This design comes from an exercise in tuning for small area, a short achievable clock period and few clock cycles per item on the open sky130 flow, not from production work.
Only simulation tests tie the RTL to the original design; equivalence was not proved.

// vrm_alu
module vrm_alu (
    input  wire        clk,
    input  wire        rst,         
    input  wire        in_valid,
    output wire        in_ready,
    input  wire [2:0]  op,          
    input  wire [39:0] tmp,         
    input  wire [39:0] mem,         
    output reg         out_valid,
    output reg  [39:0] res,         
    output reg  [1:0]  status,      
    output reg  [1:0]  cmp          
);
    localparam OP_AD = 3'd0;
    localparam OP_SB = 3'd1;
    localparam OP_ML = 3'd2;
    localparam OP_MD = 3'd3;
    localparam OP_DV = 3'd4;
    localparam OP_CP = 3'd5;
    localparam ST_OK     = 2'd0;
    localparam ST_OVF    = 2'd1;
    localparam ST_NONNUM = 2'd2;
    localparam C_EQUAL = 2'd0;
    localparam C_LESS  = 2'd1;
    localparam C_MORE  = 2'd2;
    function [23:0] bcd_dbl(input [23:0] x);
        integer i;
        reg [3:0] d;
        reg       c;
        begin
            c = 1'b0;
            for (i = 0; i < 6; i = i + 1) begin
                d = x[i*4 +: 4];
                bcd_dbl[i*4 +: 4] = {(d >= 4'd5) ? (d[2:0] - 3'd5) : d[2:0], c};
                c = (d >= 4'd5);
  ...
==> flow/config.mk <==
export PLATFORM = sky130hd
export DESIGN_NAME = vrm_alu
export DESIGN_NICKNAME = vrm_alu
export VERILOG_FILES = /design/flow/design.v
export SDC_FILE = /design/flow/constraint.sdc
export NUM_CORES = 4
export LEC_CHECK = 0
export ABC_CLOCK_PERIOD_IN_PS = 4000
export CAP_MARGIN = 20
export CORE_MARGIN = 2
export CORE_UTILIZATION = 40
export SETUP_SLACK_MARGIN = 5
export SLEW_MARGIN = 20
==> flow/constraint.sdc <==
create_clock -name core_clock -period 12.0 [get_ports {clk}]
set_input_delay 2.4000 -clock core_clock [delete_from_list [all_inputs] [get_ports {clk}]]
set_output_delay 2.4000 -clock core_clock [all_outputs]
set_load 0.01 [all_outputs]
run.sh (not shown) runs the stock make flow with config.mk's settings and CLKGATE_MAP_FILE= SYNTH_SCRIPT=/design/flow/synth_recipe.tcl, a recipe that flattens the netlist after the stock synthesis.
The starting point completed with no timing, DRC or antenna violations.
Testbench counts at the start, summed over its fixed seeds: cycles 9,050, ops 4,800.
Rerun with:
--- a/flow/config.mk
+++ b/flow/config.mk
@@ -8 +7,0 @@
-export ABC_CLOCK_PERIOD_IN_PS = 4000
@@ -12 +10,0 @@
-export SETUP_SLACK_MARGIN = 5
Clock skew climbs by 0.0091 ns. Final area drops by 18%.


Another version of the RTL of vrm_alu (not shown whole).
For scale: roughly 2300 cells after synthesis, roughly 130 I/O pins, ~0.015 mm^2 of cells after synthesis.
## vrm_alu
module vrm_alu (
    input  wire        clk,
    input  wire        rst,         
    input  wire        in_valid,
    output wire        in_ready,
    input  wire [2:0]  op,          
    input  wire [39:0] tmp,         
    input  wire [39:0] mem,         
    output reg         out_valid,
    output reg  [39:0] res,         
    output reg  [1:0]  status,      
    output reg  [1:0]  cmp          
);
export LEC_CHECK = 0
export ABC_AREA = 1
export CAP_MARGIN = 20
export CORE_MARGIN = 2
export CORE_UTILIZATION = 40
export SLEW_MARGIN = 20
create_clock -name core_clock -period 12.0 [get_ports {clk}]
standard.sh (not shown) runs the stock make flow with config.mk's settings and CLKGATE_MAP_FILE= SYNTH_SCRIPT=/design/flow/synth_recipe.tcl, a recipe that flattens the netlist after the stock synthesis.
==> flow/flow/run.sh <==
#!/bin/bash
set -euo pipefail
bash standard.sh SETUP_SLACK_MARGIN=6 "BUFFER_PORTS_ARGS=-buffer_cell sky130_fd_sc_hd__buf_2" finish > standard_make.log 2>&1
The baseline ran to the end with no violations.
Testbench counts at the start, summed over its fixed seeds: cycles 8,499, ops 4,800.
Change:
==> flow/flow/run.sh (replaced) <==
#!/bin/bash
set -euo pipefail
bash standard.sh SETUP_SLACK_MARGIN=7 "BUFFER_PORTS_ARGS=-buffer_cell sky130_fd_sc_hd__buf_2" finish > standard_make.log 2>&1
Sequential share of layout area came out lower by 1.9 points. Count of clock-buffer cells in the layout came out lower by 4. Maximum frequency came out higher by roughly a tenth. Routed wire length came out higher by a few percent. Final area came out higher by roughly a tenth.
Change:
==> flow/flow/run.sh (replaced) <==
#!/bin/bash
set -euo pipefail
bash standard.sh SETUP_SLACK_MARGIN=6 "BUFFER_PORTS_ARGS=-buffer_cell sky130_fd_sc_hd__buf_2" finish > standard_make.log 2>&1
Settings changed: PLACE_DENSITY set to 0.8.
Outcome: Hold slack stays flat. Sequential cell count does not change. Wire length drops by a little under a tenth. Final area drops by roughly a tenth. Synthesized area stays the same.

==> port drivers added, routing unchanged <==
Ports are ideal in the flow. The routed layouts listed here were re-timed in OpenROAD.
Step 1 (the two cells are an assumption about what drives the block):
set clk [get_ports {clk}]
set_driving_cell -lib_cell sky130_fd_sc_hd__clkbuf_16 $clk
set_driving_cell -lib_cell sky130_fd_sc_hd__buf_2 [delete_from_list [all_inputs] $clk]
Step 2 adds t to the input delays and takes it off the output delays; t is the mean of the earliest and latest rising clock arrival at the registers after step 1. Input paths then give back, and output paths get back, about the clock's delay inside the block.
Slacks: ideal / step 1 / step 2; pairs: ideal / step 1.
run	t, ns	setup WS [ns]	hold slack, ns	latest minus earliest clock arrival (ns)	worst slew at a driven data input, ns
the first run of note 1	0.411	1.664 / 1.664 / 1.515	0.551 / 0.551 / 0.551	0.018 / 0.017	0.06
the second run of note 1	0.411	0.611 / 0.611 / 0.598	0.546 / 0.546 / 0.546	0.023 / 0.023	0.08
the first run of note 2	0.475	6.296 / 6.296 / 5.876	0.341 / 0.341 / 0.341	0.011 / 0.011	0.04
the second run of note 2	0.477	6.807 / 6.807 / 6.528	0.348 / 0.348 / 0.348	0.011 / 0.011	0.04
the third run of note 2	0.463	6.151 / 6.151 / 5.985	0.349 / 0.349 / 0.349	0.010 / 0.010	0.04
After both steps every run listed still meets setup and hold. The setup slack of the first run of note 2, which loses most, moves by 0.000 ns with the drivers and by -0.420 ns with both steps.
